What follows belongs to an exercise in optimizing a design on an open flow for small area, a short achievable clock period and few clock cycles; a production flow would make more cautious choices. Where RTL was checked, it was by simulation tests only, not by an equivalence proof against the original. The RTL of run 2 was laid out without a check of its function. Power and IR drop assume default switching activity.

==> design/flow/design.v <==
module rs485_crc8_step (
    input  wire [7:0] acc,
    input  wire [7:0] din,
    output wire [7:0] acc_next
);
    reg [7:0] a;
    reg [7:0] w;
    integer   i;
    always @* begin
        a = acc;
        w = din;
        for (i = 0; i < 8; i = i + 1) begin
            if (a[0] ^ w[0])
                a = (a >> 1) ^ 8'h8C;
            else
                a = a >> 1;
            w = w >> 1;
        end
    end
    assign acc_next = a;
endmodule
module rs485_tx (
    input  wire       clk,
    input  wire       rst,
    input  wire       live,
    input  wire       tx_start,
    input  wire [7:0] tx_len,
    output wire       tx_start_ready,
    input  wire       tx_in_valid,
    input  wire [7:0] tx_in_data,
    output wire       tx_in_ready,
    output reg        tx_out_valid,
    output reg  [7:0] tx_out_data,
    input  wire       tx_out_ready
);
    localparam [7:0] STX = 8'h02;
    localparam [7:0] ETX = 8'h03;
    localparam [2:0] S_IDLE = 3'd0,
                     S_STX  = 3'd1,
                     S_LOAD = 3'd2,
                     S_HI   = 3'd3,
                     S_LO   = 3'd4,
                     S_ETX  = 3'd5,
                     S_CHI  = 3'd6,
                     S_CLO  = 3'd7;
    reg [2:0] state;
    reg [7:0] remaining;
    reg [7:0] data;
    reg [7:0] crc;
    wire [7:0] crc_next;
    rs485_crc8_step u_crc (
        .acc      (crc),
        .din      (tx_in_data),
        .acc_next (crc_next)
    );
    assign tx_start_ready = live && (state == S_IDLE);
    assign tx_in_ready    = (state == S_LOAD);
    always @* begin
        tx_out_valid = 1'b1;
        case (state)
            S_STX:   tx_out_data = STX;
            S_HI:    tx_out_data = {data[7:4], ~data[7:4]};
            S_LO:    tx_out_data = {data[3:0], ~data[3:0]};
            S_ETX:   tx_out_data = ETX;
            S_CHI:   tx_out_data = {crc[7:4], ~crc[7:4]};
            S_CLO:   tx_out_data = {crc[3:0], ~crc[3:0]};
            default: begin
                tx_out_valid = 1'b0;
                tx_out_data  = 8'h00;
            end
        endcase
    end
    always @(posedge clk) begin
        if (rst) begin
            state <= S_IDLE;
        end else begin
            case (state)
                S_IDLE:
                    if (tx_start && tx_start_ready) begin
                        remaining <= tx_len;
                        crc       <= 8'h00;
                        state     <= S_STX;
                    end
                S_STX:
                    if (tx_out_ready)
                        state <= (remaining == 8'd0) ? S_ETX : S_LOAD;
                S_LOAD:
                    if (tx_in_valid) begin
                        data      <= tx_in_data;
                        crc       <= crc_next;
                        remaining <= remaining - 8'd1;
                        state     <= S_HI;
                    end
                S_HI:
                    if (tx_out_ready)
                        state <= S_LO;
                S_LO:
                    if (tx_out_ready)
                        state <= (remaining == 8'd0) ? S_ETX : S_LOAD;
                S_ETX:
                    if (tx_out_ready)
                        state <= S_CHI;
                S_CHI:
                    if (tx_out_ready)
                        state <= S_CLO;
                S_CLO:
                    if (tx_out_ready)
                        state <= S_IDLE;
                default:
                    state <= S_IDLE;
            endcase
        end
    end
endmodule
module rs485_rx #(
    parameter DEPTH = 255
) (
    input  wire        clk,
    input  wire        rst,
    input  wire        init,
    input  wire [7:0]  init_cap,
    input  wire        shutdown,
    input  wire        rx_clear,
    input  wire [31:0] now,
    input  wire        rx_valid,
    input  wire [7:0]  rx_data,
    output wire        rx_ready,
    output wire        live,
    input  wire [7:0]  rd_addr,
    output wire [7:0]  rd_data,
    output wire        pkt_ready,
    output wire        pkt_started,
    output wire [7:0]  pkt_len,
    output wire [31:0] err_count,
    output wire [31:0] t_start
);
    localparam [7:0] STX = 8'h02;
    localparam [7:0] ETX = 8'h03;
    localparam [1:0] L_UNINIT = 2'd0,
                     L_LIVE   = 2'd1,
                     L_DOWN   = 2'd2;
    reg [1:0]  life;
    reg [7:0]  cap;
    reg [7:0]  pos;
    reg        started;
    reg        etx_seen;
    reg        hi_pend;
    reg [3:0]  hi_nib;
    reg        ready;
    reg [31:0] err_cnt;
    reg [31:0] t_start_r;
    reg [7:0]  crc;
    reg [7:0]  buffer [0:DEPTH-1];
    assign live     = (life == L_LIVE);
    assign rx_ready = live && !ready;
    wire       sym_valid = (rx_data[7:4] == ~rx_data[3:0]);
    wire [3:0] sym_nib   = rx_data[7:4];
    wire [7:0] assembled = {hi_nib, sym_nib};
    wire [7:0] crc_next;
    rs485_crc8_step u_crc (
        .acc      (crc),
        .din      (assembled),
        .acc_next (crc_next)
    );
    wire take = rx_valid && rx_ready;
    always @(posedge clk) begin
        if (rst) begin
            life <= L_UNINIT;
        end else if (life == L_UNINIT && init) begin
            life      <= L_LIVE;
            cap       <= init_cap;
            err_cnt   <= 32'd0;
            started   <= 1'b0;
            ready     <= 1'b0;
            etx_seen  <= 1'b0;
            hi_pend   <= 1'b0;
            hi_nib    <= 4'd0;
            pos       <= 8'd0;
            t_start_r <= 32'd0;
            crc       <= 8'd0;
        end else if (life == L_LIVE && shutdown) begin
            life <= L_DOWN;
        end else if (life == L_LIVE && rx_clear) begin
            started   <= 1'b0;
            ready     <= 1'b0;
            etx_seen  <= 1'b0;
            hi_pend   <= 1'b0;
            hi_nib    <= 4'd0;
            pos       <= 8'd0;
            t_start_r <= 32'd0;
            crc       <= 8'd0;
        end else if (take) begin
            if (rx_data == STX) begin
                started   <= 1'b1;
                etx_seen  <= 1'b0;
                pos       <= 8'd0;
                hi_pend   <= 1'b0;
                hi_nib    <= 4'd0;
                t_start_r <= now;
                crc       <= 8'd0;
            end else if (rx_data == ETX) begin
                etx_seen <= 1'b1;
            end else if (!started) begin
            end else if (!sym_valid) begin
                started   <= 1'b0;
                etx_seen  <= 1'b0;
                hi_pend   <= 1'b0;
                hi_nib    <= 4'd0;
                pos       <= 8'd0;
                t_start_r <= 32'd0;
                crc       <= 8'd0;
                err_cnt   <= err_cnt + 32'd1;
            end else if (!hi_pend) begin
                hi_nib  <= sym_nib;
                hi_pend <= 1'b1;
            end else begin
                hi_pend <= 1'b0;
                hi_nib  <= 4'd0;
                if (etx_seen) begin
                    if (assembled == crc) begin
                        ready <= 1'b1;
                    end else begin
                        started   <= 1'b0;
                        etx_seen  <= 1'b0;
                        pos       <= 8'd0;
                        t_start_r <= 32'd0;
                        crc       <= 8'd0;
                        err_cnt   <= err_cnt + 32'd1;
                    end
                end else if (pos < cap) begin
                    buffer[pos] <= assembled;
                    pos         <= pos + 8'd1;
                    crc         <= crc_next;
                end else begin
                    started   <= 1'b0;
                    etx_seen  <= 1'b0;
                    pos       <= 8'd0;
                    t_start_r <= 32'd0;
                    crc       <= 8'd0;
                    err_cnt   <= err_cnt + 32'd1;
                end
            end
        end
    end
    wire show = live && ready;
    assign pkt_ready   = show;
    assign pkt_started = live && started;
    assign pkt_len     = show ? pos : 8'd0;
    assign rd_data     = (show && rd_addr < pos) ? buffer[rd_addr] : 8'd0;
    assign err_count   = live ? err_cnt : 32'd0;
    assign t_start     = (live && started) ? t_start_r : 32'd0;
endmodule
module rs485_core (
    input  wire        clk,
    input  wire        rst,
    input  wire        init,
    input  wire [7:0]  init_cap,
    input  wire        shutdown,
    input  wire        rx_clear,
    input  wire [31:0] now,
    output wire        live,
    input  wire        rx_valid,
    input  wire [7:0]  rx_data,
    output wire        rx_ready,
    output wire        pkt_ready,
    output wire        pkt_started,
    output wire [7:0]  pkt_len,
    output wire [31:0] err_count,
    output wire [31:0] t_start,
    input  wire [7:0]  rd_addr,
    output wire [7:0]  rd_data,
    input  wire        tx_start,
    input  wire [7:0]  tx_len,
    output wire        tx_start_ready,
    input  wire        tx_in_valid,
    input  wire [7:0]  tx_in_data,
    output wire        tx_in_ready,
    output wire        tx_out_valid,
    output wire [7:0]  tx_out_data,
    input  wire        tx_out_ready
);
    rs485_rx u_rx (
        .clk         (clk),
        .rst         (rst),
        .init        (init),
        .init_cap    (init_cap),
        .shutdown    (shutdown),
        .rx_clear    (rx_clear),
        .now         (now),
        .rx_valid    (rx_valid),
        .rx_data     (rx_data),
        .rx_ready    (rx_ready),
        .live        (live),
        .rd_addr     (rd_addr),
        .rd_data     (rd_data),
        .pkt_ready   (pkt_ready),
        .pkt_started (pkt_started),
        .pkt_len     (pkt_len),
        .err_count   (err_count),
        .t_start     (t_start)
    );
    rs485_tx u_tx (
        .clk            (clk),
        .rst            (rst),
        .live           (live),
        .tx_start       (tx_start),
        .tx_len         (tx_len),
        .tx_start_ready (tx_start_ready),
        .tx_in_valid    (tx_in_valid),
        .tx_in_data     (tx_in_data),
        .tx_in_ready    (tx_in_ready),
        .tx_out_valid   (tx_out_valid),
        .tx_out_data    (tx_out_data),
        .tx_out_ready   (tx_out_ready)
    );
endmodule
==> design/flow/run.sh <==
#!/bin/bash
# synth_recipe.tcl (not shown) runs the flow's synth.tcl, then flattens the netlist and writes it again
# the make line also repeats each setting of config.mk as NAME=value (left out here)
make -C /OpenROAD-flow-scripts/flow DESIGN_CONFIG=/design/flow/config.mk WORK_HOME=/design/flow/orfs CLKGATE_MAP_FILE= SYNTH_SCRIPT=/design/flow/synth_recipe.tcl finish
==> design/flow/config.mk <==
export PLATFORM = sky130hd
export DESIGN_NAME = rs485_core
export DESIGN_NICKNAME = rs485_core
export VERILOG_FILES = /design/flow/design.v
export SDC_FILE = /design/flow/constraint.sdc
export NUM_CORES = 4
export LEC_CHECK = 0
export CAP_MARGIN = 20
export CORE_MARGIN = 2
export CORE_UTILIZATION = 40
export SLEW_MARGIN = 20
==> design/flow/constraint.sdc <==
create_clock -name core_clock -period 8.0 [get_ports {clk}]
set_input_delay 1.6000 -clock core_clock [delete_from_list [all_inputs] [get_ports {clk}]]
set_output_delay 1.6000 -clock core_clock [all_outputs]
set_load 0.01 [all_outputs]
==> results of run 1 <==
[metal layers]
layer / up-vias / wire (um) / GRT usage [%] / share of wire (%)
li1: 18765 / - / - / -
met1: 23510 / 94200 / 28.4 / 41
met2: 1893 / 108000 / 32.6 / 47
met3: 341 / 18500 / 4.56 / 8.1
met4: 8 / 6840 / 6.38 / 3.0
met5: - / 53 / 0 / 0.023
[path summary, 6_finish.rpt]
path	cells past startpoint	slack, ns	end	start
max	12	0.53	rd_data[6]	rd_addr[1]
min	2	0.56	u_rx.life[1]	u_rx.life[1]
max reg2reg	8	3.37	u_rx.buffer[142][0]	u_rx.life[0]
min reg2reg	2	0.56	u_rx.life[1]	u_rx.life[1]
[kinds of logic after synthesis]
| group | count (synthesis) |
|---|---|
| AO/OA/AOI/OAI | 410 |
| XOR/XNOR | 84 |
| adder cells (fa/ha/maj) | 20 |
| buffers and inverters | 294 |
| flip-flops | 2165 |
| multiplexers | 673 |
| AND/OR/NAND/NOR | 817 |
[worst max-delay path, cell delays in order]
cell,delay (ns)
buf_8,0.52
buf_12,0.33
buf_4,0.30
mux4_2,0.22
nor2b_1,0.12
a211oi_1,0.07
a21oi_1,0.35
nor2_1,0.12
a2111oi_1,0.85
buf_4,0.25
a32o_1,0.37
clkdlybuf4s50_1,0.62
[cell usage after synthesis (all sizes together) (6+ instances only)]
| cell | count | share of area (%) |
|---|---|---|
| clkbuf | 113 | 0.49 |
| o211ai | 8 | 0.070 |
| nor4 | 6 | 0.061 |
| a221oi | 17 | 0.17 |
| buf | 143 | 1.1 |
| a22oi | 60 | 0.52 |
| nand2 | 128 | 0.56 |
| mux2 | 23 | 0.30 |
| xnor2 | 51 | 0.52 |
| and3 | 54 | 0.39 |
| edfxtp | 2160 | 75 |
| a211oi | 49 | 0.43 |
| or2 | 11 | 0.080 |
| a31oi | 6 | 0.043 |
| nor2 | 372 | 1.6 |
| o221ai | 10 | 0.10 |
| a21o | 8 | 0.070 |
| o21ai | 62 | 0.36 |
| mux4 | 437 | 11 |
| xor2 | 33 | 0.33 |
| nand4 | 29 | 0.24 |
| a21oi | 65 | 0.38 |
| and2 | 73 | 0.53 |
| ha | 20 | 0.29 |
| mux2i | 213 | 2.5 |
| nand3 | 64 | 0.41 |
| a22o | 10 | 0.10 |
| nand2b | 10 | 0.072 |
| o22ai | 67 | 0.49 |
| nor3b | 7 | 0.061 |
| nor2b | 17 | 0.12 |
| nor3 | 28 | 0.16 |
| inv | 33 | 0.14 |
[sequential cells by signal (all words and copies together), names as in the netlist, 2 cells and up]
name and cells:
u_rx.hi_nib 4, u_tx.crc 8, u_tx.data 8, u_rx.pos 8, u_rx.crc 8, u_rx.t_start_r 32
u_tx.remaining 8, u_rx.buffer 2040, u_rx.cap 8, u_tx.state 3, u_rx.life 2, u_rx.err_cnt 32
[metrics by stage]
step,utilization [%],setup WS [ns]
floorplan,-,1.13
global placement,42.8,0.637
detailed placement,42.8,0.533
CTS,45.9,0.502
global route,46.0,0.629
finish,46.0,0.535
[where the power goes]
group / total (uW) / internal, uW / switching [uW]
registers: 12500 / 12500 / 31.1
clock network: 9690 / 5360 / 4330
logic: 1330 / 490 / 844
[cell type report]
cell class,instances,area (um^2)
Fill cell,17995,116000
Clock buffer,273,5620
Clock inverter,116,1050
Sequential cell,2165,65000
Multi-Input combinational cell,2004,19900
Timing Repair Buffer,343,3380
Tap cell,2838,3550
Inverter,38,145
Antenna cell,3,7.51
==> results.yml, run 1 <==
cts:
  cts_sinks: 2165
  clockRootBuffer: "clkbuf_16"
  clkTransAtPathRegs_ns: 0.06
  insertion_delay_ns: 0.86
  cts_inserted_buffers: 213
  cts_resized: 0
  cts_max_path_buffers: 3
  postCtsHoldBufs: 0
  htree_levels: 4
  post_cts_buffers: 0
  cts_tree: "built"
timing:
  worstMarginPinSlew_ns: 1.08
  period_share_pct: 93.3
  timing.hold.ws_ns: 0.559
  rsz0062_at_grt: "no"
  maxSlewHeadroom_pct: 28.2
  max_freq_ghz: 0.134
  finalSetupViolCount: 0
  fin_skew_ns: 0.0629
  final_max_slew_viol_count: 0
  finalHoldViolCount: 0
  fin_tns_setup_ns: 0
  post-route-min-period_ns: 7.47
layout:
  syn_to_final_growth_pct: 14.3
  design_area_um2: 98600
  mostFrequentLayoutCells: "edfxtp_1, mux4_2, nor2_1"
  drive_gt1_share_pct: 19.2
  stdcell_count: 7780
  fin_nets: 4866
  final_common_cell: "edfxtp_1"
grt:
  overflow: 0
  grt_pass1_vias: 44671
  grt_antenna_before_repair: 10
  grt_max_degree: 204
  grt_pass1_wl_um: 326000
  grt.total_usage_pct: 20.5
pwr:
  p_leak_uw: 0.0311
  power.total_uw: 23600
  p_per_area_nw_per_um2: 239
  vdd_drop_max_mv: 0.238
job:
  drv_cap: 0
placement:
  gp_congestion: 0.854
  dpl.cell_count: 7387
  dpl_cell_area_um2: 91900
  dp_hpwl_um: 142000
  port_buffers: 175
yosys:
  muxShareOfSynthArea_pct: 14.2
  synth.distinct_cells: 77
  synth_top_family_by_area: "multiplexers"
  synth_edf_count: 2160
  yosys.area_share.adder_pct: 0.290
  synth-xor-area-share_pct: 0.852
  synth_nets: 4564
  async_flop_share_pct: 0
  synth-compound-area-share_pct: 3.24
  synth_simple_gate_area_share_pct: 4.47
  synthCells: 4463
  syn_area_um2: 86300
  synth_seq_area_share_pct: 75.3
  synth_seq_cells: 2165
  synth_ff_type: "edfxtp_1"
  yosysWarnings: 3
  syn_avg_cell_area_um2: 19.3
worst_setup_path:
  crit_type: "in -> out"
  end_kind: "output port"
  crit_fanout: 68
  crit_required_ns: 6.40
  critPathLaunchType: "input pin"
  crit_arrival_ns: 5.87
die:
  rows: 170
  start_util_pct: 40.2
  die_h_um: 469
  ios: 176
  die-area_um2: 220000
  die_w_um: 469
  coreArea_um2: 215000
route:
  first_pass_iters: 6
  finalWirelength_um: 227000
  first_iter_violations: 5089
  viasPerCell: 5.72
  wl_per_cell_um: 29.2
  via_count: 44517
  drcViolationCount: 0
  antenna_left: 0
hold_path:
  hold_class: "reg -> reg"
status:
  status: "finished clean"
Testbench counts, summed over its fixed seeds: cycles 26,595.
==> inputs of run 2 (changes only) <==
--- a/design/flow/design.v
+++ b/design/flow/design.v
@@ -51,9 +51,11 @@
     rs485_crc8_step u_crc (
         .acc      (crc),
-        .din      (tx_in_data),
+        .din      (data),
         .acc_next (crc_next)
     );
-    assign tx_start_ready = live && (state == S_IDLE);
-    assign tx_in_ready    = (state == S_LOAD);
+    wire last_sym  = (state == S_CLO);
+    wire need_byte = ((state == S_STX) || (state == S_LO)) && (remaining != 8'd0);
+    assign tx_start_ready = live && ((state == S_IDLE) || (last_sym && tx_out_ready));
+    assign tx_in_ready    = (state == S_LOAD) || (need_byte && tx_out_ready);
     always @* begin
         tx_out_valid = 1'b1;
@@ -71,31 +73,39 @@
         endcase
     end
+    wire take_in    = tx_in_valid && tx_in_ready;
+    wire take_start = tx_start && tx_start_ready;
     always @(posedge clk) begin
         if (rst) begin
             state <= S_IDLE;
         end else begin
+            if (take_in) begin
+                data      <= tx_in_data;
+                remaining <= remaining - 8'd1;
+            end
+            if (take_start) begin
+                remaining <= tx_len;
+                crc       <= 8'h00;
+            end
             case (state)
                 S_IDLE:
-                    if (tx_start && tx_start_ready) begin
-                        remaining <= tx_len;
-                        crc       <= 8'h00;
-                        state     <= S_STX;
+                    if (take_start)
+                        state <= S_STX;
+                S_STX, S_LO:
+                    if (tx_out_ready) begin
+                        if (remaining == 8'd0)
+                            state <= S_ETX;
+                        else if (tx_in_valid)
+                            state <= S_HI;
+                        else
+                            state <= S_LOAD;
                     end
-                S_STX:
-                    if (tx_out_ready)
-                        state <= (remaining == 8'd0) ? S_ETX : S_LOAD;
                 S_LOAD:
-                    if (tx_in_valid) begin
-                        data      <= tx_in_data;
-                        crc       <= crc_next;
-                        remaining <= remaining - 8'd1;
-                        state     <= S_HI;
-                    end
+                    if (tx_in_valid)
+                        state <= S_HI;
                 S_HI:
-                    if (tx_out_ready)
+                    if (tx_out_ready) begin
+                        crc   <= crc_next;
                         state <= S_LO;
-                S_LO:
-                    if (tx_out_ready)
-                        state <= (remaining == 8'd0) ? S_ETX : S_LOAD;
+                    end
                 S_ETX:
                     if (tx_out_ready)
@@ -104,9 +114,7 @@
                     if (tx_out_ready)
                         state <= S_CLO;
-                S_CLO:
+                default:  
                     if (tx_out_ready)
-                        state <= S_IDLE;
-                default:
-                    state <= S_IDLE;
+                        state <= take_start ? S_STX : S_IDLE;
             endcase
         end
@@ -165,4 +173,8 @@
     wire take = rx_valid && rx_ready;
     always @(posedge clk) begin
+        if (pos != 8'd255)
+            buffer[pos] <= assembled;
+    end
+    always @(posedge clk) begin
         if (rst) begin
             life <= L_UNINIT;
@@ -173,10 +185,5 @@
             started   <= 1'b0;
             ready     <= 1'b0;
-            etx_seen  <= 1'b0;
-            hi_pend   <= 1'b0;
-            hi_nib    <= 4'd0;
             pos       <= 8'd0;
-            t_start_r <= 32'd0;
-            crc       <= 8'd0;
         end else if (life == L_LIVE && shutdown) begin
             life <= L_DOWN;
@@ -184,10 +191,5 @@
             started   <= 1'b0;
             ready     <= 1'b0;
-            etx_seen  <= 1'b0;
-            hi_pend   <= 1'b0;
-            hi_nib    <= 4'd0;
             pos       <= 8'd0;
-            t_start_r <= 32'd0;
-            crc       <= 8'd0;
         end else if (take) begin
             if (rx_data == STX) begin
@@ -196,5 +198,4 @@
                 pos       <= 8'd0;
                 hi_pend   <= 1'b0;
-                hi_nib    <= 4'd0;
                 t_start_r <= now;
                 crc       <= 8'd0;
@@ -204,10 +205,5 @@
             end else if (!sym_valid) begin
                 started   <= 1'b0;
-                etx_seen  <= 1'b0;
-                hi_pend   <= 1'b0;
-                hi_nib    <= 4'd0;
                 pos       <= 8'd0;
-                t_start_r <= 32'd0;
-                crc       <= 8'd0;
                 err_cnt   <= err_cnt + 32'd1;
             end else if (!hi_pend) begin
@@ -216,5 +212,4 @@
             end else begin
                 hi_pend <= 1'b0;
-                hi_nib  <= 4'd0;
                 if (etx_seen) begin
                     if (assembled == crc) begin
@@ -222,20 +217,13 @@
                     end else begin
                         started   <= 1'b0;
-                        etx_seen  <= 1'b0;
                         pos       <= 8'd0;
-                        t_start_r <= 32'd0;
-                        crc       <= 8'd0;
                         err_cnt   <= err_cnt + 32'd1;
                     end
                 end else if (pos < cap) begin
-                    buffer[pos] <= assembled;
                     pos         <= pos + 8'd1;
                     crc         <= crc_next;
                 end else begin
                     started   <= 1'b0;
-                    etx_seen  <= 1'b0;
                     pos       <= 8'd0;
-                    t_start_r <= 32'd0;
-                    crc       <= 8'd0;
                     err_cnt   <= err_cnt + 32'd1;
                 end
@@ -247,5 +235,12 @@
     assign pkt_started = live && started;
     assign pkt_len     = show ? pos : 8'd0;
-    assign rd_data     = (show && rd_addr < pos) ? buffer[rd_addr] : 8'd0;
+    reg [7:0] rd_word;
+    integer   k;
+    always @* begin
+        rd_word = 8'd0;
+        for (k = 0; k < DEPTH; k = k + 1)
+            rd_word = rd_word | (buffer[k] & {8{rd_addr == k}});
+    end
+    assign rd_data     = (show && rd_addr < pos) ? rd_word : 8'd0;
     assign err_count   = live ? err_cnt : 32'd0;
     assign t_start     = (live && started) ? t_start_r : 32'd0;
--- a/design/flow/config.mk
+++ b/design/flow/config.mk
@@ -8,4 +8,8 @@
 export CAP_MARGIN = 20
 export CORE_MARGIN = 2
-export CORE_UTILIZATION = 40
+export CORE_UTILIZATION = 65
+export CTS_BUF_LIST = sky130_fd_sc_hd__clkbuf_8
+export CTS_CLUSTER_SIZE = 30
+export PLACE_DENSITY = 0.75
+export SETUP_SLACK_MARGIN = 2
 export SLEW_MARGIN = 20
==> run 2 against run 1 <==
The run now fails in 5_1_grt. Synthesized area is 3.4% lower. Synthesized cell count up 15%.
==> results.yml, run 2 <==
status:
  status: "aborted with a tool error"
  haltStage: "5_1_grt"
  error: "[ERROR GRT-0116] Global routing finished with congestion. Check the congestion regions in the DRC Viewer."
die:
  die_h_um: 362
  start_util_pct: 65.4
  rows: 131
  ios: 176
  die_w_um: 362
cts:
  clockRootBuffer: "clkbuf_8"
  cts_max_path_buffers: 4
  cts_sinks: 2165
  postCtsHoldBufs: 0
  htree_levels: 5
  cts_inserted_buffers: 346
placement:
  port_buffers: 175
  dp_hpwl_um: 320000
  gp_congestion: 1.36
  dpl_cell_area_um2: 91800
  dp_slack_ns: -0.109
grt:
  grt.total_usage_pct: 80.4
  grt_pass1_wl_um: 684000
  overflow: 5
  grt_max_degree: 186
  grt_pass1_vias: 71708
yosys:
  synth_most_common_cell: "edfxtp_1"
  synth.distinct_cells: 71
  syn_area_um2: 83400
  synthTopCellsByArea: "edfxtp_1, a22oi_1, nor2_1"
  yosys-top-cells-count: "edfxtp_1, nor2_1, a22oi_1"
  async_flop_share_pct: 0
  syn_avg_cell_area_um2: 16.2
  synth_edf_count: 2160
  synthCells: 5147
  synth_seq_cells: 2165
  yosysWarnings: 3
  synth_seq_area_share_pct: 77.9
  netlist.area_leader.share_pct: 77.8
  synth_ff_type: "edfxtp_1"
  synth_area_leader_cell: "edfxtp_1"
  synth_nets: 5249
## run 2: cell families after synthesis
kind of cell / share of synthesized area, %
DFF: 77.9
and+or+nand+nor: 7.77
AOI/OAI and AO/OA: 11.2
buffers and inverters: 1.95
xor gates and xnor gates: 0.819
adders and majority gates: 0.315
muxes: 0.0855
## run 2: stage by stage
stage               hold slack (ns)  cells
floorplan                     0.450   5147
global placement              0.472   7227
detailed placement            0.495   7237
CTS                           0.510   7965
## run 2: power groups by stage
stage                     clock, uW  combinational, uW  sequential, uW
after floorplan                   0                375           12700
after global placement            0                996           12700
after detailed placement          0               1010           12700
after CTS                      8370               1170           12500
## run 2: per-layer routing
| metal | global-route usage, % | GRT overflow |
|---|---|---|
| met5 | 58.9 | 0 |
| met4 | 72.0 | 4 |
| met1 | 82.2 | 0 |
| met2 | 89.2 | 1 |
| met3 | 74.2 | 0 |
## run 2: worst max-delay path by stage
stage | from | to | slack (ns) | depth (start not counted)
detailed placement | rd_addr[7] | rd_data[0] | -0.11 | 12
global placement | rd_addr[7] | rd_data[5] | -1.17 | 13
CTS | rd_addr[0] | rd_data[5] | 1.53 | 15
floorplan | u_rx.hi_nib[1] | u_rx.err_cnt[0] | 2.21 | 6
## run 2: timing repair
item / in CTS
hold endpoints to repair: 0
setup buffers: 123
endpoints found under the setup margin: 8
resized for setup: 502
gates cloned: 24
pin swaps: 137
==> inputs of run 3 (changes only) <==
--- a/design/flow/design.v
+++ b/design/flow/design.v
@@ -235,12 +235,5 @@
     assign pkt_started = live && started;
     assign pkt_len     = show ? pos : 8'd0;
-    reg [7:0] rd_word;
-    integer   k;
-    always @* begin
-        rd_word = 8'd0;
-        for (k = 0; k < DEPTH; k = k + 1)
-            rd_word = rd_word | (buffer[k] & {8{rd_addr == k}});
-    end
-    assign rd_data     = (show && rd_addr < pos) ? rd_word : 8'd0;
+    assign rd_data     = (show && rd_addr < pos) ? buffer[rd_addr] : 8'd0;
     assign err_count   = live ? err_cnt : 32'd0;
     assign t_start     = (live && started) ? t_start_r : 32'd0;
--- a/design/flow/config.mk
+++ b/design/flow/config.mk
@@ -8,8 +8,8 @@
 export CAP_MARGIN = 20
 export CORE_MARGIN = 2
-export CORE_UTILIZATION = 65
+export CORE_UTILIZATION = 50
 export CTS_BUF_LIST = sky130_fd_sc_hd__clkbuf_8
 export CTS_CLUSTER_SIZE = 30
-export PLACE_DENSITY = 0.75
-export SETUP_SLACK_MARGIN = 2
+export PLACE_DENSITY = 0.65
+export SETUP_SLACK_MARGIN = 1.5
 export SLEW_MARGIN = 20
==> run 3 against run 2 <==
Now clean on timing, DRC and antenna. Synthesized cell count fell by 16%. Synthesized area is 2.7% higher.
==> results.yml, run 3 <==
worst_setup_path:
  crit_path_top_delay_cell: "clkdlybuf4s50_1"
  cp_cell_sequence: "clkdlybuf4s50_1, buf_4, nand2b_1, nor2_1, and3_1, nor4_1, nand3_1, o21ai_1, a22o_1, clkdlybuf4s50_1"
  reg2reg_setup_slack_ns: 3.95
  crit_type: "in -> out"
  crit_arrival_ns: 4.96
  end_kind: "output port"
  crit_fanout: 14
  path_common_cell: "clkdlybuf4s50_1"
  crit_path_end: "rd_data[3]"
  crit_required_ns: 6.40
  r2r-start: "u_rx.pos[6]"
  max_stage_delay_ns: 0.67
  critPathLaunchType: "input pin"
  reg2reg_to: "u_rx.buffer[237][6]"
  reg2regPathDepth: 4
  critPathLaunch: "rd_addr[5]"
placement:
  dp_hpwl_um: 134000
  dpl_cell_area_um2: 90100
  port_buffers: 175
  gp_congestion: 0.861
yosys:
  synth_seq_area_share_pct: 75.8
  yosysWarnings: 3
  synth_ff_type: "edfxtp_1"
  netlist.area_leader.share_pct: 75.7
  synth_most_common_cell: "edfxtp_1"
  synth_nets: 4416
  syn_area_um2: 85700
  synthTopCellsByArea: "edfxtp_1, mux4_2, nor2_1"
  synth_area_leader_cell: "edfxtp_1"
  yosys-top-cells-count: "edfxtp_1, mux4_2, nor2_1"
  synthCells: 4315
  async_flop_share_pct: 0
  synth_edf_count: 2160
  syn_avg_cell_area_um2: 19.9
  synth.distinct_cells: 67
  synth_seq_cells: 2165
die:
  start_util_pct: 50.4
  die-area_um2: 175000
  die_w_um: 418
  coreArea_um2: 170000
  ios: 176
  rows: 151
  die_h_um: 418
grt:
  grt_pass1_vias: 45405
  grt.total_usage_pct: 25.5
  grt_pass1_wl_um: 319000
  grt_max_degree: 212
  grt_antenna_before_repair: 4
  overflow: 0
cts:
  clockRootBuffer: "clkbuf_8"
  htree_levels: 5
  cts_sinks: 2165
  cts_tree: "built"
  clkTransAtPathRegs_ns: 0.06
  cts_max_path_buffers: 4
  postCtsHoldBufs: 0
  cts_inserted_buffers: 355
  insertion_delay_ns: 1.05
timing:
  finalSetupViolCount: 0
  fin_skew_ns: 0.0839
  max_freq_ghz: 0.152
  fin_tns_setup_ns: 0
  finalHoldViolCount: 0
  timing.hold.ws_ns: 0.557
  post-route-min-period_ns: 6.56
  worstMarginPinSlew_ns: 1.30
  final_max_slew_viol_count: 0
  rsz0062_at_grt: "yes"
  period_share_pct: 82.1
  maxSlewHeadroom_pct: 13.7
layout:
  largest_reg_flops: 2040
  final_common_cell: "edfxtp_1"
  design_area_um2: 97300
  mostFrequentLayoutCells: "edfxtp_1, mux4_2, nor2_1"
  fin_nets: 4867
  syn_to_final_growth_pct: 13.5
  top_register: "u_rx.buffer"
  reg_top3: "u_rx.buffer x2040, u_rx.err_cnt x32, u_rx.t_start_r x32"
  drive_gt1_share_pct: 22.4
route:
  route.met3.wl_um: 20000
  via_count: 45115
  route.top_layer_used: "met4"
  first_pass_iters: 7
  wl_met2_um: 105000
  antenna_left: 0
  wl_per_cell_um: 30.6
  finalWirelength_um: 222000
  first_iter_violations: 5187
  drcViolationCount: 0
  viasPerCell: 6.23
  wl_met1_um: 88100
status:
  status: "finished clean"
hold_path:
  hold_class: "reg -> reg"
pwr:
  p_per_area_nw_per_um2: 234
  p_leak_uw: 0.0311
  vdd_drop_max_mv: 0.135
job:
  drv_cap: 0
[run 3: area by class of cell]
| class | count | area (um^2) |
|---|---|---|
| Antenna cell | 2 | 5.00 |
| Clock buffer | 360 | 4950 |
| Clock inverter | 256 | 1390 |
| Fill cell | 12461 | 72600 |
| Inverter | 40 | 159 |
| Multi-Input combinational cell | 1864 | 19400 |
| Sequential cell | 2165 | 65000 |
| Tap cell | 2218 | 2780 |
| Timing Repair Buffer | 340 | 3580 |
[run 3: worst min path at each step]
stage | start | endpoint | slack, ns | depth (start not counted)
2_1_floorplan | u_rx.life[1] | u_rx.life[1] | 0.46 | 2
3_3_place_gp | u_rx.life[1] | u_rx.life[1] | 0.51 | 2
3_5_place_dp | u_rx.life[1] | u_rx.life[1] | 0.55 | 2
4_1_cts | u_rx.life[1] | u_rx.life[1] | 0.56 | 2
5_1_grt | u_rx.life[1] | u_rx.life[1] | 0.60 | 2
6_report | u_rx.life[1] | u_rx.life[1] | 0.56 | 2
[run 3: per-layer routing]
metal	up-vias	global-route usage, %
met3	387	5.47
li1	18659	-
met1	23631	35.5
met4	0	10.2
met2	2438	39.5
met5	-	0
[run 3: critical path: cells and delay by family]
family                 cells  cell delay (ns)
AOI/OAI and AO/OA          2             0.69
buffers and inverters      3             1.57
and+or+nand+nor            5             1.10
[run 3: logic make-up after synthesis]
logic type      after synthesis  share of synthesized area, %
flops                      2165                          75.8
simple gates                757                          4.01
mux                         604                          14.1
compound gates              398                          3.22
buf+inv                     287                          1.74
xor+xnor                     84                         0.859
fa+ha+maj                    20                         0.292
[run 3: report_power, final]
group          leakage [uW]  switching, uW  internal, uW
combinational       0.00794            845           563
sequential           0.0195           51.2         12500
clock               0.00364           4290          4590
[run 3: repair_timing]
item                       4_1_cts  5_1_grt
cloned                           8        0
resized for setup               50       17
setup endpoints to repair        8        7
hold endpoints to repair         0        0
pin swaps                        5        1
setup buffers                   26        0
[run 3: per-stage QoR]
stage	instances	total power, uW	setup slack [ns]	utilization (%)
5_1_grt	7245	23500	1.47	57.3
3_3_place_gp	6593	14100	0.704	53.1
3_5_place_dp	6593	14100	0.748	53.1
2_1_floorplan	4315	13500	2.29	-
6_report	7245	22800	1.44	57.3
4_1_cts	7243	22900	1.49	57.2
Testbench counts of run 3, summed over its fixed seeds: cycles 18,058.
==> inputs of run 4 (changes only) <==
--- a/design/flow/config.mk
+++ b/design/flow/config.mk
@@ -12,4 +12,4 @@
 export CTS_CLUSTER_SIZE = 30
 export PLACE_DENSITY = 0.65
-export SETUP_SLACK_MARGIN = 1.5
+export SETUP_SLACK_MARGIN = 3
 export SLEW_MARGIN = 20
==> run 4 against run 3 <==
Worst setup slack gained 0.63 ns. Register-to-register slack worse by 0.05 ns. Hold slack worse by 0.00081 ns. Die area stayed put. Routed wire length increased by 1.7%. Global-route usage rose by 0.40 points. Critical endpoint is now rd_data[0]. Largest cell class unchanged. Largest power group unchanged.
==> results.yml, run 4 <==
status:
  status: "finished clean"
yosys:
  syn_area_um2: 85700
  synthTopCellsByArea: "edfxtp_1, mux4_2, nor2_1"
  synth_nets: 4416
  netlist.area_leader.share_pct: 75.7
  yosysWarnings: 3
  synth_area_leader_cell: "edfxtp_1"
  synth_seq_area_share_pct: 75.8
  synth_most_common_cell: "edfxtp_1"
  synth_seq_cells: 2165
  synth.distinct_cells: 67
  synth_ff_type: "edfxtp_1"
  async_flop_share_pct: 0
  yosys-top-cells-count: "edfxtp_1, mux4_2, nor2_1"
  synthCells: 4315
  syn_avg_cell_area_um2: 19.9
  synth_edf_count: 2160
cts:
  clockRootBuffer: "clkbuf_8"
  cts_sinks: 2165
  cts_inserted_buffers: 357
  insertion_delay_ns: 1.08
  clkTransAtPathRegs_ns: 0.06
  cts_max_path_buffers: 4
  cts_tree: "built"
  htree_levels: 5
layout:
  top_register: "u_rx.buffer"
  largest_reg_flops: 2040
  stdcell_count: 7311
  final_common_cell: "edfxtp_1"
  reg_top3: "u_rx.buffer x2040, u_rx.err_cnt x32, u_rx.t_start_r x32"
  fin_nets: 4951
  mostFrequentLayoutCells: "edfxtp_1, mux4_2, nor2_1"
  syn_to_final_growth_pct: 15.5
  drive_gt1_share_pct: 25.7
placement:
  dpl.cell_count: 6612
  dp_slack_ns: 0.653
  port_buffers: 175
  dp_hpwl_um: 135000
  gp_congestion: 0.885
grt:
  grt.total_usage_pct: 25.9
  grt_pass1_vias: 45475
  grt_pass1_wl_um: 324000
  overflow: 0
  grt_antenna_before_repair: 9
  grt_max_degree: 128
timing:
  period_share_pct: 74.2
  max_freq_ghz: 0.168
  final_max_slew_viol_count: 0
  worstMarginPinSlew_ns: 1.08
  setup_ws_ns: 2.06
  fin_tns_setup_ns: 0
  maxSlewHeadroom_pct: 27.9
  post-route-min-period_ns: 5.94
  finalSetupViolCount: 0
  timing.hold.ws_ns: 0.556
  finalHoldViolCount: 0
  fin_skew_ns: 0.0723
  rsz0062_at_grt: "yes"
route:
  wl_per_cell_um: 30.9
  viasPerCell: 6.23
  via_count: 45579
  first_pass_iters: 6
  antenna_left: 0
  finalWirelength_um: 226000
  first_iter_violations: 5683
  drcViolationCount: 0
worst_setup_path:
  end_kind: "output port"
  critPathLaunchType: "input pin"
  crit_type: "in -> out"
  crit_arrival_ns: 4.34
  crit_fanout: 7
  crit_required_ns: 6.40
job:
  drv_cap: 0
die:
  ios: 176
  coreArea_um2: 170000
  die_h_um: 418
  die_w_um: 418
  die-area_um2: 175000
  rows: 151
  start_util_pct: 50.4
hold_path:
  hold_class: "reg -> reg"
pwr:
  vdd_drop_max_mv: 0.202
  p_per_area_nw_per_um2: 231
  p_leak_uw: 0.0317
  power.total_uw: 22800
==> run 4: timing repair <==
action | in CTS | in global routing
setup buffers | 66 | 17
hold buffers | 0 | 0
pin swaps | 43 | 24
endpoints found under the setup margin | 9 | 9
gates cloned | 12 | 2
resized for setup | 222 | 56
==> run 4: cell type report <==
class / instances / area, um^2
fill: 12318 / 70900
sequential: 2165 / 65000
multi-input combinational: 1864 / 20200
clock buffer: 364 / 5010
timing repair buffer: 422 / 4650
tap: 2218 / 2780
clock inverter: 233 / 1230
inverter: 40 / 155
antenna: 5 / 12.5
==> run 4: final timing paths <==
kind | start | to | slack [ns] | cells past startpoint
hold reg to reg | u_rx.life[1] | u_rx.life[1] | 0.56 | 2
setup / recovery | rd_addr[0] | rd_data[0] | 2.06 | 11
setup reg to reg | u_rx.pos[6] | u_rx.buffer[238][7] | 3.90 | 4
hold / removal | u_rx.life[1] | u_rx.life[1] | 0.56 | 2
==> run 4: worst max-delay path: stages <==
cell and delay [ns]:
bufbuf_16 0.31, buf_12 0.15, buf_16 0.14, buf_12 0.12
mux4_2 0.55, a2111oi_2 0.41, a21oi_1 0.12, nand4b_1 0.23
o211ai_1 0.13, and4_4 0.25, dlygate4sd2_1 0.29
==> run 4: routing by layer <==
layer | track usage, % | up-vias | share of wire [%]
li1 | - | 18823 | -
met1 | 36.1 | 23797 | 39
met2 | 40.3 | 2500 | 47
met3 | 6.17 | 451 | 9.8
met4 | 8.88 | 8 | 3.6
met5 | 0 | - | 0.022
==> run 4: cell families after synthesis <==
family,count (synthesis),synth area share [%]
AO/OA/AOI/OAI,398,3.22
XOR/XNOR,84,0.859
adder cells (fa/ha/maj),20,0.292
buffers and inverters,287,1.74
flip-flops,2165,75.8
multiplexers,604,14.1
AND/OR/NAND/NOR,757,4.01
==> run 4: through the flow <==
step | area (um^2) | utilization [%]
after floorplan | 86100 | -
after global placement | 90300 | 53.2
after detailed placement | 90300 | 53.2
after CTS | 98500 | 58.0
after global routing | 98900 | 58.3
final | 99000 | 58.3
==> run 4: power breakdown <==
group	switching [uW]	internal (uW)
combinational	896	634
clock	4260	4540
sequential	51.3	12500
total	5200	17600
==> inputs of run 5 (changes only) <==
==> design/flow/config.mk (replaced) <==
export PLATFORM = sky130hd
export DESIGN_NAME = rs485_core
export DESIGN_NICKNAME = rs485_core
export VERILOG_FILES = /design/flow/design.v
export SDC_FILE = /design/flow/constraint.sdc
export NUM_CORES = 4
export LEC_CHECK = 0
export CAP_MARGIN = 20
export CORE_MARGIN = 2
export CORE_UTILIZATION = 40
export SLEW_MARGIN = 20
==> run 5 against run 4 <==
Maximum frequency fell by 21%. Critical path type unchanged. Sequential power barely moved. Die area rose by 25%. Final area fell by 0.92%. Register-to-register slack improved by 0.25 ns. Core utilization fell by 12 points. Count of clock-buffer cells in the layout fell by 100. Sequential share of layout area rose by 0.61 points. Clock power rose by 15%. Clock skew fell by 0.039 ns. Critical path depth fell by 1. Synthesized cell count did not move.
==> results.yml, run 5 <==
worst_setup_path:
  end_kind: "output port"
  crit_type: "in -> out"
  crit_arrival_ns: 5.92
  crit_fanout: 22
  max_stage_delay_ns: 0.85
  crit_required_ns: 6.40
  critPathLaunchType: "input pin"
  crit_path_top_delay_cell: "nor4_1"
  path_common_cell: "buf_4"
  cp_cell_sequence: "buf_4, and2_4, buf_4, a22oi_1, and3_1, a21oi_1, o21ai_1, nor4_1, a211o_1, clkdlybuf4s50_1"
layout:
  reg_top3: "u_rx.buffer x2040, u_rx.err_cnt x32, u_rx.t_start_r x32"
  stdcell_count: 7605
  largest_reg_flops: 2040
  design_area_um2: 98000
  top_register: "u_rx.buffer"
  fin_nets: 4700
  syn_to_final_growth_pct: 14.4
  drive_gt1_share_pct: 20.0
  final_common_cell: "edfxtp_1"
  mostFrequentLayoutCells: "edfxtp_1, mux4_2, nor2_1"
cts:
  cts_max_path_buffers: 3
  htree_levels: 4
  post_cts_buffers: 0
  cts_tree: "built"
  cts_sinks: 2165
  postCtsHoldBufs: 0
  cts_resized: 0
  clockRootBuffer: "clkbuf_16"
  insertion_delay_ns: 0.85
  clkTransAtPathRegs_ns: 0.05
  cts_inserted_buffers: 215
route:
  drcViolationCount: 0
  viasPerCell: 5.80
  wl_per_cell_um: 29.7
  first_iter_violations: 5255
  antenna_left: 0
  first_pass_iters: 5
  via_count: 44120
  finalWirelength_um: 226000
placement:
  dp_slack_ns: 0.506
  dpl.cell_count: 7201
  port_buffers: 175
  dpl_cell_area_um2: 91000
  dp_hpwl_um: 140000
  gp_congestion: 0.877
die:
  rows: 169
  start_util_pct: 40.3
  die_w_um: 467
  ios: 176
  die-area_um2: 218000
  coreArea_um2: 213000
  die_h_um: 467
grt:
  grt_pass1_wl_um: 323000
  grt_max_degree: 164
  grt.total_usage_pct: 20.5
  grt_antenna_before_repair: 11
  grt_pass1_vias: 44241
  overflow: 0
yosys:
  async_flop_share_pct: 0
  synth.distinct_cells: 67
  synthCells: 4315
  syn_area_um2: 85700
  yosys-top-cells-count: "edfxtp_1, mux4_2, nor2_1"
  yosysWarnings: 3
  synth_most_common_cell: "edfxtp_1"
  synth_nets: 4416
  synth_seq_cells: 2165
  syn_avg_cell_area_um2: 19.9
  synth_area_leader_cell: "edfxtp_1"
  netlist.area_leader.share_pct: 75.7
  synthTopCellsByArea: "edfxtp_1, mux4_2, nor2_1"
  synth_ff_type: "edfxtp_1"
  synth_edf_count: 2160
  synth_seq_area_share_pct: 75.8
timing:
  final_max_slew_viol_count: 0
  setup_ws_ns: 0.476
  rsz0062_at_grt: "no"
  timing.hold.ws_ns: 0.538
  fin_tns_setup_ns: 0
  worstMarginPinSlew_ns: 1.11
  period_share_pct: 94.1
  finalSetupViolCount: 0
  fin_skew_ns: 0.0330
  post-route-min-period_ns: 7.52
  max_freq_ghz: 0.133
  finalHoldViolCount: 0
  maxSlewHeadroom_pct: 25.8
pwr:
  vdd_drop_max_mv: 0.183
  p_per_area_nw_per_um2: 245
  p_leak_uw: 0.0305
hold_path:
  hold_class: "reg -> reg"
status:
  status: "finished clean"
job:
  drv_cap: 0
-- run 5: cell counts after synthesis --
No cell type changed its count.
-- run 5: routing by layer --
metal | part of all wire (%) | GRT usage [%] | vias up
met4 | 3.3 | 6.84 | 10
met3 | 8.0 | 4.01 | 372
li1 | - | - | 18289
met2 | 47 | 31.9 | 1979
met5 | 0.027 | 0 | -
met1 | 42 | 29.1 | 23470
-- run 5: worst paths after layout --
path                                   start            endpoint  slack (ns)  depth (start not counted)
worst max-delay path              rd_addr[2]          rd_data[2]        0.48                         10
worst min-delay path            u_rx.life[1]        u_rx.life[1]        0.54                          2
worst max register to register   u_rx.pos[1]  u_rx.buffer[76][1]        4.15                          5
worst min register to register  u_rx.life[1]        u_rx.life[1]        0.54                          2
-- run 5: layout make-up --
type / instances / area (um^2)
Multi-Input combinational cell: 1863 / 19300
Clock inverter: 135 / 1480
Tap cell: 2821 / 3530
Timing Repair Buffer: 314 / 3080
Clock buffer: 264 / 5560
Fill cell: 17711 / 114000
Sequential cell: 2165 / 65000
Inverter: 40 / 151
Antenna cell: 3 / 7.51
-- run 5: stage by stage --
stage / utilization (%) / total power [uW]
2_1_floorplan: - / 13500
3_3_place_gp: 42.8 / 14100
3_5_place_dp: 42.8 / 14100
4_1_cts: 46.1 / 24100
5_1_grt: 46.1 / 24700
6_report: 46.1 / 24000
-- run 5: critical path: cells and delay by family --
kind	cells	cell delay (ns)
and+or+nand+nor	3	1.64
buffers and inverters	3	1.36
AOI/OAI and AO/OA	4	1.22
-- run 5: kinds of logic after synthesis --
logic type | count (synthesis) | share of synthesized area (%)
xor gates and xnor gates | 84 | 0.859
muxes | 604 | 14.1
AOI/OAI and AO/OA | 398 | 3.22
adders and majority gates | 20 | 0.292
DFF | 2165 | 75.8
and+or+nand+nor | 757 | 4.01
buffers and inverters | 287 | 1.74
-- run 5: power by group --
part | leakage, uW | switching [uW] | total (uW) | internal (uW)
Clock | 0.00342 | 4380 | 10100 | 5750
Sequential | 0.0195 | 52.7 | 12500 | 12500
Combinational | 0.00763 | 845 | 1380 | 532
Total | 0.0305 | 5280 | 24000 | 18700
==> inputs of run 6 (changes only) <==
==> design/flow/flow/run.sh (new file) <==
#!/bin/bash
# Standard layout with three changes to how it is made: ports are buffered
# with buf_2 instead of the delay buffer buffer_ports picks by default,
# the clock tree uses clkbuf_8 without dummy loads, and the resizer may
# change a cell's footprint.
set -euo pipefail
bash standard.sh finish \
  "BUFFER_PORTS_ARGS=-buffer_cell sky130_fd_sc_hd__buf_2" \
  "CTS_ARGS=-sink_clustering_enable -repair_clock_nets -dont_use_dummy_load -buf_list sky130_fd_sc_hd__clkbuf_8 -sink_clustering_size 30" \
  "MATCH_CELL_FOOTPRINT=0" > flow.log 2>&1
==> design/flow/standard.sh (new file) <==
#!/bin/bash
# synth_recipe.tcl (not shown) runs the flow's synth.tcl, then flattens the netlist and writes it again
# the make line also repeats each setting of config.mk as NAME=value (left out here)
make -C /OpenROAD-flow-scripts/flow DESIGN_CONFIG=/design/flow/config.mk WORK_HOME=/design/flow/orfs CLKGATE_MAP_FILE= SYNTH_SCRIPT=/design/flow/synth_recipe.tcl "${@:-finish}"
--- a/design/flow/config.mk
+++ b/design/flow/config.mk
@@ -8,4 +8,6 @@
 export CAP_MARGIN = 20
 export CORE_MARGIN = 2
-export CORE_UTILIZATION = 40
+export CORE_UTILIZATION = 50
+export PLACE_DENSITY = 0.65
+export SETUP_SLACK_MARGIN = 4
 export SLEW_MARGIN = 20
removed: design/flow/run.sh
==> run 6 against run 5 <==
Core utilization increased by 11 points. Routed wire length increased by 1.2%. Non-clock buffer count increased by 150. Critical endpoint is now rd_data[7]. Largest cell class unchanged. Largest power group unchanged.
==> results.yml, run 6 <==
grt:
  grt_max_degree: 193
  grt_antenna_before_repair: 13
  grt_pass1_vias: 45488
  grt_pass1_wl_um: 324000
  overflow: 0
  grt.total_usage_pct: 26.0
route:
  viasPerCell: 6.39
  first_iter_violations: 5776
  finalWirelength_um: 228000
  first_pass_iters: 6
  via_count: 45459
  wl_per_cell_um: 32.1
  antenna_left: 0
  drcViolationCount: 0
layout:
  fin_nets: 4995
  syn_to_final_growth_pct: 13.6
  top_register: "u_rx.buffer"
  final_common_cell: "edfxtp_1"
  drive_gt1_share_pct: 29.5
  largest_reg_flops: 2040
  design_area_um2: 97400
  reg_top3: "u_rx.buffer x2040, u_rx.err_cnt x32, u_rx.t_start_r x32"
  mostFrequentLayoutCells: "edfxtp_1, mux4_2, nor2_1"
  stdcell_count: 7114
pwr:
  internal-power_uw: 17000
  p_per_area_nw_per_um2: 225
  p_sw_uw: 4860
  power.total_uw: 21900
  p_seq_share_pct: 57.1
  p_leak_uw: 0.0312
  vdd_drop_max_mv: 0.167
  clockPowerShare_pct: 35.8
  switching_share_pct: 22.2
  combPwrFrac_pct: 7.0
timing:
  fin_tns_setup_ns: 0
  period_share_pct: 73.1
  rsz0062_at_grt: "yes"
  post-route-min-period_ns: 5.84
  maxSlewHeadroom_pct: 15.6
  final_max_slew_viol_count: 0
  max_freq_ghz: 0.171
  fin_skew_ns: 0.0771
  worstMarginPinSlew_ns: 1.27
  finalSetupViolCount: 0
  setup_ws_ns: 2.16
  finalHoldViolCount: 0
worst_setup_path:
  critPathBufInv: 4
  max_stage_delay_ns: 0.39
  critPathLaunchType: "input pin"
  crit_family: "compound AO/OA/AOI/OAI gates"
  end_kind: "output port"
  crit_path_top_delay_cell: "o211ai_1"
  crit_fanout: 18
  crit_required_ns: 6.40
  cp_cell_sequence: "buf_16, buf_16, buf_6, mux2i_1, a22oi_1, a21oi_1, a221o_1, nor3_4, o211ai_1, o211ai_1, buf_2"
  crit_type: "in -> out"
  crit_arrival_ns: 4.24
cts:
  cts_tree: "built"
  clkTransAtPathRegs_ns: 0.05
  postCtsHoldBufs: 0
  cts_sinks: 2165
  clockRootBuffer: "clkbuf_8"
  htree_levels: 5
  insertion_delay_ns: 1.06
  cts_max_path_buffers: 4
  cts_inserted_buffers: 359
die:
  rows: 151
  die_h_um: 418
  die-area_um2: 175000
  die_w_um: 418
  coreArea_um2: 170000
  start_util_pct: 50.4
  ios: 176
yosys:
  synth_area_leader_cell: "edfxtp_1"
  synthCells: 4315
  synth.distinct_cells: 67
  synth_most_common_cell: "edfxtp_1"
  synth_edf_count: 2160
  syn_area_um2: 85700
  yosysWarnings: 3
  yosys-top-cells-count: "edfxtp_1, mux4_2, nor2_1"
  synth_nets: 4416
  netlist.area_leader.share_pct: 75.7
  synthTopCellsByArea: "edfxtp_1, mux4_2, nor2_1"
  synth_seq_area_share_pct: 75.8
  synth_ff_type: "edfxtp_1"
  async_flop_share_pct: 0
  syn_avg_cell_area_um2: 19.9
  synth_seq_cells: 2165
placement:
  dpl.cell_count: 6616
  gp_congestion: 0.886
  dp_slack_ns: 1.14
  dp_hpwl_um: 135000
  dpl_cell_area_um2: 89600
  port_buffers: 175
job:
  drv_cap: 0
hold_path:
  hold_class: "reg -> reg"
status:
  status: "finished clean"
-- run 6: final timing paths --
kind / from / cells after the start / end / slack (ns)
setup / recovery: rd_addr[1] / 11 / rd_data[7] / 2.16
hold / removal: u_rx.life[0] / 1 / u_rx.life[0] / 0.54
setup reg to reg: u_rx.pos[1] / 5 / u_rx.buffer[237][2] / 4.19
hold reg to reg: u_rx.life[0] / 1 / u_rx.life[0] / 0.54
-- run 6: worst reg2reg max path: cells and delay by family (launching register included) --
kind	cells	cell delay, ns
simple gates	3	2.30
fa+ha+maj	1	0.26
flops	1	0.57
buf+inv	1	0.27
-- run 6: metrics by stage --
| stage | hold slack (ns) | util (%) |
|---|---|---|
| floorplan | 0.464 | - |
| global placement | 0.513 | 52.7 |
| detailed placement | 0.542 | 52.8 |
| CTS | 0.545 | 56.9 |
| global route | 0.560 | 57.3 |
| finish | 0.539 | 57.3 |
-- run 6: cell type report --
class | instances | area (um^2)
Fill cell | 12415 | 72500
Timing Repair Buffer | 464 | 4440
Multi-Input combinational cell | 1864 | 20000
Inverter | 40 | 165
Antenna cell | 4 | 10.0
Clock buffer | 359 | 4940
Sequential cell | 2165 | 65000
Tap cell | 2218 | 2780
-- run 6: timing repair --
item                       4_1_cts  5_1_grt
buffers inserted                65       42
pin swaps                       27       17
setup endpoints to repair       89       21
gates resized for setup        208       39
cloned                          24        1
-- run 6: cell families (layout without fill, tap and decap cells) --
kind of cell             Yosys count  after routing  synth area share [%]
flip-flops                      2165           2165                  75.8
AND/OR/NAND/NOR                  757            758                  4.01
multiplexers                     604            604                  14.1
AO/OA/AOI/OAI                    398            398                  3.22
buffers and inverters            287            863                  1.74
XOR/XNOR                          84             84                 0.859
adder cells (fa/ha/maj)           20             20                 0.292
other                              0              4                     0
-- run 6: power by group through the flow --
stage | Combinational (uW) | Clock, uW | Sequential [uW]
6_report | 1540 | 7850 | 12500
4_1_cts | 1490 | 7960 | 12500
3_5_place_dp | 1310 | 0 | 12700
2_1_floorplan | 807 | 0 | 12700
3_3_place_gp | 1300 | 0 | 12700
5_1_grt | 1610 | 8390 | 12500
-- run 6: per-layer routing --
metal  wire, um  share of wire [%]  track usage [%]  vias to the layer above
li1           -                  -                -                    18643
met1      90200                 39             36.4                    23909
met2     108000                 47             40.3                     2426
met3      21300                9.3             5.70                      471
met4       9300                4.1             10.0                       10
met5         49              0.021                0                        -
==> inputs of run 7 (changes only) <==
--- a/design/flow/config.mk
+++ b/design/flow/config.mk
@@ -10,4 +10,4 @@
 export CORE_UTILIZATION = 50
 export PLACE_DENSITY = 0.65
-export SETUP_SLACK_MARGIN = 4
+export SETUP_SLACK_MARGIN = 3
 export SLEW_MARGIN = 20
==> run 7 against run 6 <==
First-iteration DRC count is 0.76% higher. Combinational power is 5% lower. Hold slack better by 0.0052 ns. Routed wire length is 0.72% lower. Clock power hardly changed. Clock skew is 0.0018 ns lower. Sequential power hardly changed. Final area is 0.97% lower. Register-to-register slack better by 0.18 ns.
==> results.yml, run 7 <==
layout:
  drive_gt1_share_pct: 28.0
  top_register: "u_rx.buffer"
  fin_nets: 4919
  syn_to_final_growth_pct: 12.5
  mostFrequentLayoutCells: "edfxtp_1, mux4_2, nor2_1"
  final_common_cell: "edfxtp_1"
  n_fill_cell: 12509
  stdcell_count: 7036
  reg_top3: "u_rx.buffer x2040, u_rx.err_cnt x32, u_rx.t_start_r x32"
  largest_reg_flops: 2040
worst_setup_path:
  crit_required_ns: 6.40
  critPathLaunchType: "input pin"
  reg2reg_to: "u_rx.buffer[220][2]"
  crit_arrival_ns: 4.31
  max_stage_delay_ns: 0.56
  crit_path_top_delay_cell: "mux4_2"
  reg2regPathDepth: 6
  crit_family: "compound AO/OA/AOI/OAI gates"
  critPathBufInv: 4
  r2r-start: "u_rx.pos[1]"
  end_kind: "output port"
  cp_cell_sequence: "buf_16, buf_16, buf_12, mux4_2, a221oi_2, o21ai_1, o211a_4, o211ai_1, o211ai_1, buf_2"
  crit_fanout: 7
  reg2reg_setup_slack_ns: 4.37
  crit_type: "in -> out"
hold_path:
  min_to: "u_rx.life[1]"
  holdCritStartpoint: "u_rx.life[1]"
  hold_class: "reg -> reg"
  hold_depth: 2
yosys:
  synthTopCellsByArea: "edfxtp_1, mux4_2, nor2_1"
  synth_nets: 4416
  netlist.area_leader.share_pct: 75.7
  synth_ff_type: "edfxtp_1"
  synth_seq_cells: 2165
  syn_area_um2: 85700
  async_flop_share_pct: 0
  yosysWarnings: 3
  synth_seq_area_share_pct: 75.8
  syn_avg_cell_area_um2: 19.9
  synth_area_leader_cell: "edfxtp_1"
  synth_most_common_cell: "edfxtp_1"
  synth_edf_count: 2160
  synth.distinct_cells: 67
  synthCells: 4315
  yosys-top-cells-count: "edfxtp_1, mux4_2, nor2_1"
pwr:
  internal-power_uw: 17000
  p_leak_uw: 0.0307
  vdd_drop_max_mv: 0.190
  combPwrFrac_pct: 6.7
  p_per_area_nw_per_um2: 226
  clockPowerShare_pct: 35.9
  p_sw_uw: 4820
  p_seq_share_pct: 57.4
  switching_share_pct: 22.1
timing:
  finalSetupViolCount: 0
  worstMarginPinSlew_ns: 1.19
  maxSlewHeadroom_pct: 20.5
  fin_skew_ns: 0.0753
  period_share_pct: 73.9
  max_freq_ghz: 0.169
  final_max_slew_viol_count: 0
  post-route-min-period_ns: 5.91
  rsz0062_at_grt: "yes"
  timing.hold.ws_ns: 0.545
  fin_tns_setup_ns: 0
  finalHoldViolCount: 0
route:
  antenna_left: 0
  finalWirelength_um: 227000
  viasPerCell: 6.43
  first_pass_iters: 5
  first_iter_violations: 5820
  via_count: 45222
  drcViolationCount: 0
  wl_per_cell_um: 32.2
cts:
  cts_inserted_buffers: 358
  cts_sinks: 2165
  insertion_delay_ns: 1.03
  htree_levels: 5
  cts_max_path_buffers: 4
  clockRootBuffer: "clkbuf_8"
  cts_tree: "built"
  clkTransAtPathRegs_ns: 0.05
grt:
  grt_max_degree: 189
  grt_pass1_vias: 45681
  overflow: 0
  grt.total_usage_pct: 26.0
  grt_pass1_wl_um: 324000
  grt_antenna_before_repair: 7
placement:
  dp_hpwl_um: 133000
  gp_congestion: 0.862
  dpl.cell_count: 6574
  port_buffers: 175
die:
  ios: 176
  die_h_um: 418
  die_w_um: 418
  die-area_um2: 175000
  start_util_pct: 50.4
  coreArea_um2: 170000
  rows: 151
status:
  status: "finished clean"
job:
  drv_cap: 0
[run 7: kinds of logic after synthesis]
family          Yosys count  synth area share (%)
buf+inv                 287                  1.74
fa+ha+maj                20                 0.292
flops                  2165                  75.8
mux                     604                  14.1
compound gates          398                  3.22
simple gates            757                  4.01
xor+xnor                 84                 0.859
[run 7: what timing repair did]
item	in CTS	in global routing
resized for setup	157	31
pin swaps	33	25
hold buffers	0	0
gates cloned	23	2
setup endpoints to repair	8	8
setup buffers	52	24
[run 7: final cells by class]
class                           count  area (um^2)  area share [%]
Sequential cell                  2165        65000            67.4
Multi-Input combinational cell   1865        19900            20.6
Clock buffer                      358         4930            5.11
Timing Repair Buffer              388         3690            3.83
Tap cell                         2218         2780            2.88
Inverter                           40          151           0.157
Antenna cell                        2         5.00         0.00519
[run 7: worst max-delay path by stage]
| stage | startpoint | endpoint | depth (start not counted) |
|---|---|---|---|
| after detailed placement | rd_addr[0] | rd_data[5] | 10 |
| final | rd_addr[0] | rd_data[7] | 10 |
| after global routing | rd_addr[0] | rd_data[7] | 10 |
| after global placement | rd_addr[0] | rd_data[5] | 10 |
| after floorplan | u_rx.hi_nib[2] | u_rx.err_cnt[0] | 6 |
| after CTS | rd_addr[0] | rd_data[4] | 9 |
[run 7: power groups by stage]
stage | clock network (uW) | registers [uW] | logic (uW)
after detailed placement | 0 | 12700 | 1300
after floorplan | 0 | 12700 | 807
after CTS | 7960 | 12500 | 1430
final | 7830 | 12500 | 1460
after global placement | 0 | 12700 | 1280
after global routing | 8410 | 12500 | 1530
[run 7: routing by layer]
layer | global-route usage, % | up-vias | wire length [um]
met3 | 5.65 | 467 | 20600
met5 | 0 | - | 48
met2 | 40.3 | 2481 | 108000
li1 | - | 18495 | -
met4 | 10.9 | 8 | 9390
met1 | 35.9 | 23771 | 88900
[run 7: per-stage QoR]
stage               utilization, %  setup slack [ns]  cell area, um^2  total power [uW]
finish                        56.8              2.09            96400             21800
global route                  56.8              2.16            96400             22500
CTS                           56.5              2.13            96000             21900
detailed placement            52.6              1.18            89300             14000
global placement              52.6              1.14            89300             14000
floorplan                        -              2.88            86100             13500
[run 7: worst min-delay path, stage by stage (launching register included)]
cell and delay, ns:
dfxtp_1 0.38, a21oi_1 0.06, nor2_1 0.07
==> inputs of run 8 (changes only) <==
==> design/flow/flow/run.sh (replaced) <==
#!/bin/bash
# Standard layout with three changes to how it is made: ports are buffered
# with buf_2 instead of the delay buffer buffer_ports picks by default,
# the clock tree uses clkbuf_16 in clusters of up to 24 flip-flops without dummy loads, and the resizer may
# change a cell's footprint.
set -euo pipefail
bash standard.sh finish \
  "BUFFER_PORTS_ARGS=-buffer_cell sky130_fd_sc_hd__buf_2" \
  "CTS_ARGS=-sink_clustering_enable -repair_clock_nets -dont_use_dummy_load -buf_list sky130_fd_sc_hd__clkbuf_16 -sink_clustering_size 24 -sink_clustering_max_diameter 80" \
  "MATCH_CELL_FOOTPRINT=0" > flow.log 2>&1
--- a/design/flow/config.mk
+++ b/design/flow/config.mk
@@ -8,6 +8,6 @@
 export CAP_MARGIN = 20
 export CORE_MARGIN = 2
-export CORE_UTILIZATION = 50
-export PLACE_DENSITY = 0.65
+export CORE_UTILIZATION = 56
+export PLACE_DENSITY = 0.7
 export SETUP_SLACK_MARGIN = 3
 export SLEW_MARGIN = 20
==> run 8 against run 7 <==
Total power shrank 10%. Register-to-register slack lost 0.26 ns. Via count shrank 1.3%. Hold slack lost 0.0022 ns. Final cell count shrank 6.1%. Clock power shrank 28%. First-iteration DRC count grew 14%. Worst setup slack gained 0.10 ns. Critical endpoint is now rd_data[6].
==> results.yml, run 8 <==
timing:
  finalSetupViolCount: 0
  post-route-min-period_ns: 5.81
  rsz0062_at_grt: "yes"
  worstMarginPinSlew_ns: 1.13
  fin_tns_setup_ns: 0
  final_max_slew_viol_count: 0
  period_share_pct: 72.6
  finalHoldViolCount: 0
  fin_skew_ns: 0.0520
  max_freq_ghz: 0.172
  timing.hold.ws_ns: 0.542
  maxSlewHeadroom_pct: 24.7
grt:
  grt_antenna_before_repair: 7
  grt_util_met2_pct: 43.9
  gr-usage-met1_pct: 41.3
  grtUsageMet3_pct: 5.26
  overflow: 0
  top_usage_layer: "met2"
  grt_pass1_wl_um: 314000
  grt_pass1_vias: 43447
  grt_max_degree: 197
  grt.total_usage_pct: 28.2
yosys:
  synth-compound-area-share_pct: 3.22
  netlist.area_leader.share_pct: 75.7
  synth_area_leader_cell: "edfxtp_1"
  synth_top_family_by_area: "multiplexers"
  synth-xor-area-share_pct: 0.859
  synthCells: 4315
  synth.distinct_cells: 67
  synthTopCellsByArea: "edfxtp_1, mux4_2, nor2_1"
  synth_edf_count: 2160
  syn_avg_cell_area_um2: 19.9
  async_flop_share_pct: 0
  synth_most_common_cell: "edfxtp_1"
  synth_nets: 4416
  syn_area_um2: 85700
  yosysWarnings: 3
  synth_simple_gate_area_share_pct: 4.01
  synth_ff_type: "edfxtp_1"
  muxShareOfSynthArea_pct: 14.1
  yosys-top-cells-count: "edfxtp_1, mux4_2, nor2_1"
  yosys.area_share.adder_pct: 0.292
  synth_seq_cells: 2165
  synth_seq_area_share_pct: 75.8
die:
  rows: 143
  ios: 176
  coreArea_um2: 152000
  die_h_um: 395
  start_util_pct: 56.4
  die_w_um: 395
  die-area_um2: 156000
pwr:
  power.total_uw: 19600
  p_sw_uw: 4250
  p_per_area_nw_per_um2: 208
  switching_share_pct: 21.7
  p_leak_uw: 0.0296
  clockPowerShare_pct: 28.6
  combPwrFrac_pct: 7.6
  internal-power_uw: 15300
  p_seq_share_pct: 63.8
  vdd_drop_max_mv: 0.189
worst_setup_path:
  cp_cell_sequence: "buf_16, buf_12, clkbuf_16, mux4_2, mux4_2, a22oi_2, nand4_1, a21o_1, buf_2"
  crit_arrival_ns: 4.21
  crit_type: "in -> out"
  crit_path_top_delay_cell: "mux4_2"
  end_kind: "output port"
  path_common_cell: "mux4_2"
  crit_fanout: 7
  crit_required_ns: 6.40
  critPathLaunchType: "input pin"
  max_stage_delay_ns: 0.59
  reg2regPathDepth: 4
layout:
  multi_input_comb_area_um2: 20000
  regArea_um2: 65000
  final_util_pct: 62.1
  largest_reg_flops: 2040
  top_register: "u_rx.buffer"
  final_common_cell: "edfxtp_1"
  n_fill_cell: 10407
  mostFrequentLayoutCells: "edfxtp_1, mux4_2, nor2_1"
  fin_nets: 4676
  stdcell_count: 6605
  drive_gt1_share_pct: 24.7
  reg_top3: "u_rx.buffer x2040, u_rx.err_cnt x32, u_rx.t_start_r x32"
  syn_to_final_growth_pct: 10.0
route:
  via_count: 44642
  first_pass_iters: 9
  antenna_left: 0
  viasPerCell: 6.76
  drcViolationCount: 0
  first_iter_violations: 6657
  finalWirelength_um: 222000
  wl_per_cell_um: 33.6
cts:
  cts_max_path_buffers: 3
  cts_sinks: 2165
  clkTransAtPathRegs_ns: 0.08
  postCtsHoldBufs: 0
  insertion_delay_ns: 0.75
  cts_tree: "built"
  clockRootBuffer: "clkbuf_16"
  htree_levels: 3
  cts_inserted_buffers: 103
hold_path:
  hold_depth: 2
  hold_class: "reg -> reg"
placement:
  dp_hpwl_um: 129000
  gp_congestion: 0.875
  dpl.cell_count: 6376
  port_buffers: 175
status:
  status: "finished clean"
job:
  drv_cap: 0
run 8: area by class of cell:
cell class | count | share of cell area, %
flip-flops and latches | 2165 | 68.9
clock buffers | 103 | 2.73
inverters | 40 | 0.165
repair buffers | 401 | 4.24
well taps | 2030 | 2.69
multi-input cells | 1864 | 21.3
diodes | 2 | 0.00531
run 8: logic make-up after synthesis:
logic type      count (synthesis)
buf+inv                       287
mux                           604
simple gates                  757
xor+xnor                       84
flops                        2165
fa+ha+maj                      20
compound gates                398
run 8: metrics by stage:
stage	worst slack, ns	area [um^2]
after floorplan	2.88	86100
after global placement	0.902	89000
after detailed placement	0.975	89000
after CTS	2.23	93400
after global routing	2.22	94300
final	2.19	94300
run 8: final timing paths:
kind	from	to	slack, ns
hold / removal	u_rx.life[1]	u_rx.life[1]	0.54
setup / recovery	rd_addr[0]	rd_data[6]	2.19
hold reg to reg	u_rx.life[1]	u_rx.life[1]	0.54
setup reg to reg	u_rx.pos[5]	u_rx.buffer[113][1]	4.11
run 8: power by group through the flow:
stage	sequential, uW	combinational [uW]	clock [uW]
after floorplan	12700	807	0
after global placement	12700	1260	0
after detailed placement	12700	1280	0
after CTS	12500	1420	5630
after global routing	12500	1550	5990
final	12500	1480	5600
run 8: metal layers:
metal / wire [um] / share of wire, %
met4: 7020 / 3.2
met3: 24800 / 11
met5: 11 / 0.0050
met2: 105000 / 47
met1: 85300 / 38
run 8: repair_timing:
action                                  CTS  global route
pin swaps                                30            31
cloned                                   30             4
resized for setup                       147            63
setup buffers                            39            49
endpoints found under the setup margin    8             8
run 8: worst max-delay path: cells and delay by family:
kind / cells / cell delay, ns
AO/OA/AOI/OAI: 2 / 0.53
multiplexers: 2 / 1.12
buffers and inverters: 4 / 0.68
AND/OR/NAND/NOR: 1 / 0.22

Re-timed with assumed drivers on the ports (clkbuf_16 on the clock, buf_2 on other inputs), run 8 has 1.763 ns of setup slack against 2.192 ns with ideal ports, and 1.763 ns once port delays also move by the mid clock arrival of 0.826 ns.
